Source: an optimization exercise on an open RTL-to-GDS flow (aim: small area, a short achievable clock period and few clock cycles per item). Production flows keep margins and buffers that such runs may drop. Function was checked by simulation only, so behaviour that the tests miss may differ from the original.

===== flow/config.mk =====
export PLATFORM = sky130hd
export DESIGN_NAME = seq_index
export DESIGN_NICKNAME = seq_index
export VERILOG_FILES = /design/flow/design.v
export SDC_FILE = /design/flow/constraint.sdc
export NUM_CORES = 4
export LEC_CHECK = 0
export CAP_MARGIN = 20
export CORE_MARGIN = 2
export CORE_UTILIZATION = 40
export SLEW_MARGIN = 20

===== flow/constraint.sdc =====
create_clock -name core_clock -period 16.0 [get_ports {clk}]
set_input_delay 3.2000 -clock core_clock [delete_from_list [all_inputs] [get_ports {clk}]]
set_output_delay 3.2000 -clock core_clock [all_outputs]
set_load 0.01 [all_outputs]

===== flow/design.v =====
module seq_index (
    input  wire        clk,
    input  wire        rst,
    input  wire        in_valid,
    output wire        in_ready,
    input  wire [31:0] in_block,
    input  wire [31:0] in_num,
    input  wire [31:0] in_den,
    input  wire [12:0] in_len,
    output wire        out_valid,
    input  wire        out_ready,
    output wire [11:0] out_index
);
    localparam [10:0] BS = 11'd1814;
    localparam [15:0] FS = 16'd44100;
    localparam NW = 75;    
    localparam DW = 48;    
    localparam QW = 60;    
    localparam [2:0] S_IDLE = 3'd0,
                     S_MUL  = 3'd1,
                     S_DIV  = 3'd2,
                     S_MOD  = 3'd3,
                     S_OUT  = 3'd4;
    reg  [2:0]    state;
    reg  [31:0]   blk, num, den;
    reg  [12:0]   len;
    reg  [NW-1:0] nq;       
    reg  [DW-1:0] d;
    reg  [DW:0]   rem;
    reg  [12:0]   mrem;
    reg  [6:0]    cnt;
    reg  [11:0]   index;
    wire [DW:0]   rem_sh  = {rem[DW-1:0], nq[NW-1]};
    wire          rem_ge  = (rem_sh >= {1'b0, d});
    wire [DW:0]   rem_nx  = rem_ge ? rem_sh - {1'b0, d} : rem_sh;
    wire [13:0]   mrem_sh = {mrem, nq[QW-1]};
    wire          mrem_ge = (mrem_sh >= {1'b0, len});
    wire [13:0]   mrem_nx = mrem_ge ? mrem_sh - {1'b0, len} : mrem_sh;
    always @(posedge clk) begin
        if (rst) begin
            state <= S_IDLE;
        end else begin
            case (state)
                S_IDLE: if (in_valid) begin
                    blk   <= in_block;
                    num   <= in_num;
                    den   <= in_den;
                    len   <= in_len;
                    state <= S_MUL;
                end
                S_MUL: begin
                    nq    <= blk * BS * num;
                    d     <= FS * den;
                    rem   <= {(DW+1){1'b0}};
                    cnt   <= NW[6:0];
                    state <= S_DIV;
                end
                S_DIV: begin
                    rem <= rem_nx;
                    nq  <= {nq[NW-2:0], rem_ge};
                    cnt <= cnt - 7'd1;
                    if (cnt == 7'd1) begin
                        mrem  <= 13'd0;
                        cnt   <= QW[6:0];
                        state <= S_MOD;
                    end
                end
                S_MOD: begin
                    mrem <= mrem_nx[12:0];
                    nq   <= {nq[NW-2:0], 1'b0};
                    cnt  <= cnt - 7'd1;
                    if (cnt == 7'd1) begin
                        index <= mrem_nx[11:0];
                        state <= S_OUT;
                    end
                end
                S_OUT: if (out_ready)
                    state <= S_IDLE;
                default: state <= S_IDLE;
            endcase
        end
    end
    assign in_ready  = (state == S_IDLE);
    assign out_valid = (state == S_OUT);
    assign out_index = index;
endmodule

===== flow/run.sh =====
#!/bin/bash
# synth_recipe.tcl (not shown) runs the flow's synth.tcl, then flattens the netlist and writes it again
# the make line also repeats each setting of config.mk as NAME=value (left out here)
make -C /OpenROAD-flow-scripts/flow DESIGN_CONFIG=/design/flow/config.mk WORK_HOME=/design/flow/orfs CLKGATE_MAP_FILE= SYNTH_SCRIPT=/design/flow/synth_recipe.tcl finish

==> impl_metrics.env <==
export IMPL_yosys_cell_types_count=77
export IMPL_maxCapViolCount=0
export IMPL_whs_ps=514
export IMPL_yosys_cell_count_top_type="inv_1"
export IMPL_finalCritPeriodShare=0.856
export IMPL_final_util=0.434
export IMPL_cp_arrival_ps=14050
export IMPL_synth_seq_cells=313
export IMPL_tightest_slew_ps=1150
export IMPL_dp_hpwl_um=138000
export IMPL_grt_setup_unrepaired="false"
export IMPL_ys_flop_type="edfxtp_1"
export IMPL_finalWirelength_um=177000
export IMPL_worstSetupPathType="register to register"
export IMPL_grt_antenna_before_repair=8
export IMPL_grt_usage=0.204
export IMPL_syn_area_per_cell_um2=9.47
export IMPL_fin_skew_ps=42.6
export IMPL_initial_core_util=0.403
export IMPL_worst_path_buf_inv=8
export IMPL_post_cts_resized=0
export IMPL_status="no timing/DRC/antenna violations"
export IMPL_cp_required_ps=16360
export IMPL_cts_buffer_depth=3
export IMPL_crit_slowest_cell="xor2_2"
export IMPL_overflow=0
export IMPL_cts_sinks=313
export IMPL_die_area_mm2=0.179
export IMPL_synthTopCellsByArea="fa_1 40%, edfxtp_1 13%, ha_1 12%, inv_1 9.1%, and2_1 5.8%"
export IMPL_post_route_drc_count=0
export IMPL_multi_input_area_mm2=0.0535
export IMPL_dr_pass1_iters=5
export IMPL_layout_nets=9524
export IMPL_max_freq_ghz=0.0730
export IMPL_crit_top_cell="fa_1"
export IMPL_synth_top_area_cell="fa_1"
export IMPL_synthArstFlopShare=0
export IMPL_syn_to_final_growth_pct=7.54
export IMPL_regArea_mm2=0.00937
export IMPL_setup_tns_ps=0
export IMPL_die_w_um=423
export IMPL_cts_made_buffers=43
export IMPL_vias=49000
export IMPL_finalSetupViolations=0
export IMPL_slew_viol_final=0
export IMPL_cts_hold_fix_buffers=0
export IMPL_gp_congestion=0.920
export IMPL_synth_top_area_frac=0.403
export IMPL_clk_latency_ps=650
export IMPL_fp_dieH_um=423
export IMPL_wire_per_inst_um=18.3
export IMPL_drive_gt1_frac=0.0315
export IMPL_rows=153
export IMPL_ys_warn_count=1
export IMPL_drt_iter0_markers=2493
export IMPL_grt_start_max_net_pins=76
export IMPL_htreeDepth=2
export IMPL_grt_pass1_wl_um=293000
export IMPL_cts_tree="done"
export IMPL_syn_num_nets=9618
export IMPL_post_cts_setup_buffer_count=0
export IMPL_finalHoldViolCount=0
export IMPL_clk_pin_slew_worst_paths_ps=60
export IMPL_io_pins=127
export IMPL_yosys_top_cells_count="1703 x inv_1, 1413 x fa_1, 909 x nand2_1, 675 x ha_1, 650 x and2_1"
export IMPL_core_mm2=0.174
export IMPL_syn_inst=7417
export IMPL_drt_antenna_violating_nets=0
export IMPL_fill_cells=16900
export IMPL_grt_pass1_vias=53900
export IMPL_cp_slowest_stage_delay_ps=840
export IMPL_critPathMaxFanout=19
export IMPL_relSlewSlack=0.231
export IMPL_cp_top_family="adder cells"
export IMPL_period_needed_ps=13690
export IMPL_hp_class="register to register"
export IMPL_end_kind="register"
export IMPL_yosysSeqAreaShare=0.133
export IMPL_synth_edf_count=310
export IMPL_vias_per_cell=5.06
export IMPL_critical_path_startpoint_type="register"
export IMPL_io_buffers=126
export IMPL_synth_area_mm2=0.0703
export IMPL_root_buffer="clkbuf_16"
==> placed cells by master, fill, tap and decap left out, types with 6 or more instances in the layout <==
master,n
o31ai_1,13
and3_1,34
mux2_2,6
o21bai_1,40
o21ai_0,122
xor2_1,57
nand2_1,909
clkinvlp_4,7
nand3_1,54
and4_1,11
a21oi_1,290
or3_1,10
buf_4,86
o21a_1,18
xnor2_2,23
nand4_1,43
a211o_1,9
o21ai_1,7
nor2_1,155
xor2_2,12
a31oi_1,21
clkbuf_16,43
fa_1,1413
nor3_1,32
inv_1,1703
clkinv_1,6
nand2b_1,23
xnor2_1,106
a221oi_1,12
edfxtp_1,310
clkdlybuf4s50_1,126
a21boi_0,15
and2_1,650
a211oi_1,18
a21o_1,144
nor2b_1,21
o211ai_1,8
nor4_1,9
ha_1,675
==> sequential cells by signal, indices dropped and copies added (netlist names) <==
register  flops
blk          32
cnt           7
d            46
den          32
index        12
len          13
mrem         13
nq           75
num          32
rem          48
state         3
==> area by class of cell <==
type | instances | share of cell area
Inverter | 1704 | 0.0847
Clock buffer | 47 | 0.0144
Antenna cell | 3 | 0.0000994
Multi-Input combinational cell | 5049 | 0.708
Tap cell | 2325 | 0.0385
Sequential cell | 313 | 0.124
Timing Repair Buffer | 212 | 0.0252
Clock inverter | 33 | 0.00517
==> final timing paths <==
check | start | end | slack [ps] | cells past startpoint
hold / removal | nq[3]$_DFFE_PP_ | nq[4]$_DFFE_PP_ | 510 | 2
setup reg to reg | blk[12]$_DFFE_PP_ | nq[71]$_DFFE_PP_ | 2310 | 40
setup / recovery | blk[12]$_DFFE_PP_ | nq[71]$_DFFE_PP_ | 2310 | 40
hold reg to reg | nq[3]$_DFFE_PP_ | nq[4]$_DFFE_PP_ | 510 | 2
==> layer usage <==
metal | global-route usage | up-vias | routed length [µm]
met5 | 0 | - | 11
met4 | 0.0556 | 2 | 4830
met3 | 0.0267 | 241 | 9020
met2 | 0.344 | 1164 | 85100
met1 | 0.276 | 25200 | 78400
li1 | - | 22400 | -
==> per-stage QoR <==
stage / setup slack (ps) / cell area [µm²] / std cells
final: 2310 / 75600 / 9686
after CTS: 2260 / 75500 / 9683
after global routing: 1680 / 75500 / 9683
after floorplan: 3920 / 70300 / 7417
after global placement: 2450 / 74100 / 9603
after detailed placement: 2290 / 74100 / 9603
==> worst register-to-register path, delay by kind of cell, from the launching register on <==
family	cells	cell delay, ps
AOI/OAI and AO/OA	5	1450
xor gates and xnor gates	1	840
adders and majority gates	15	7040
buffers and inverters	8	510
DFF	1	380
and+or+nand+nor	11	3180
==> cell families after synthesis <==
family,share of synthesized area
buffers and inverters,0.110
AOI/OAI and AO/OA,0.0702
DFF,0.133
muxes,0.00110
and+or+nand+nor,0.137
xor gates and xnor gates,0.0248
adders and majority gates,0.523
Testbench counts, summed over its fixed seeds: cycles 441,600, items 3,200.

==> re-timing with driven ports <==
The flow's constraints put no driver on any port. The routed layout listed below was extracted and timed again, unchanged, in two steps. Step 1, drivers: a clkbuf_16 drives clk and a buf_2 each remaining input, both assumed. Step 2 also shifts input and output timing later by t, the mid clock arrival at the registers, as if the neighbouring blocks saw the same clock. Three values: ideal, step 1, step 2; two values: the first two.
t, ns: 0.704
setup WS [ns]: 2.310 / 2.310 / 2.310
worst hold slack (ns): 0.514 / 0.514 / 0.514
worst setup path at the end: register to register
latest minus earliest clock arrival (ns): 0.049 / 0.050
After both steps this run still meets setup and hold. For this run, drivers alone change the setup slack by 0.000 ns; drivers and shift together by 0.000 ns.
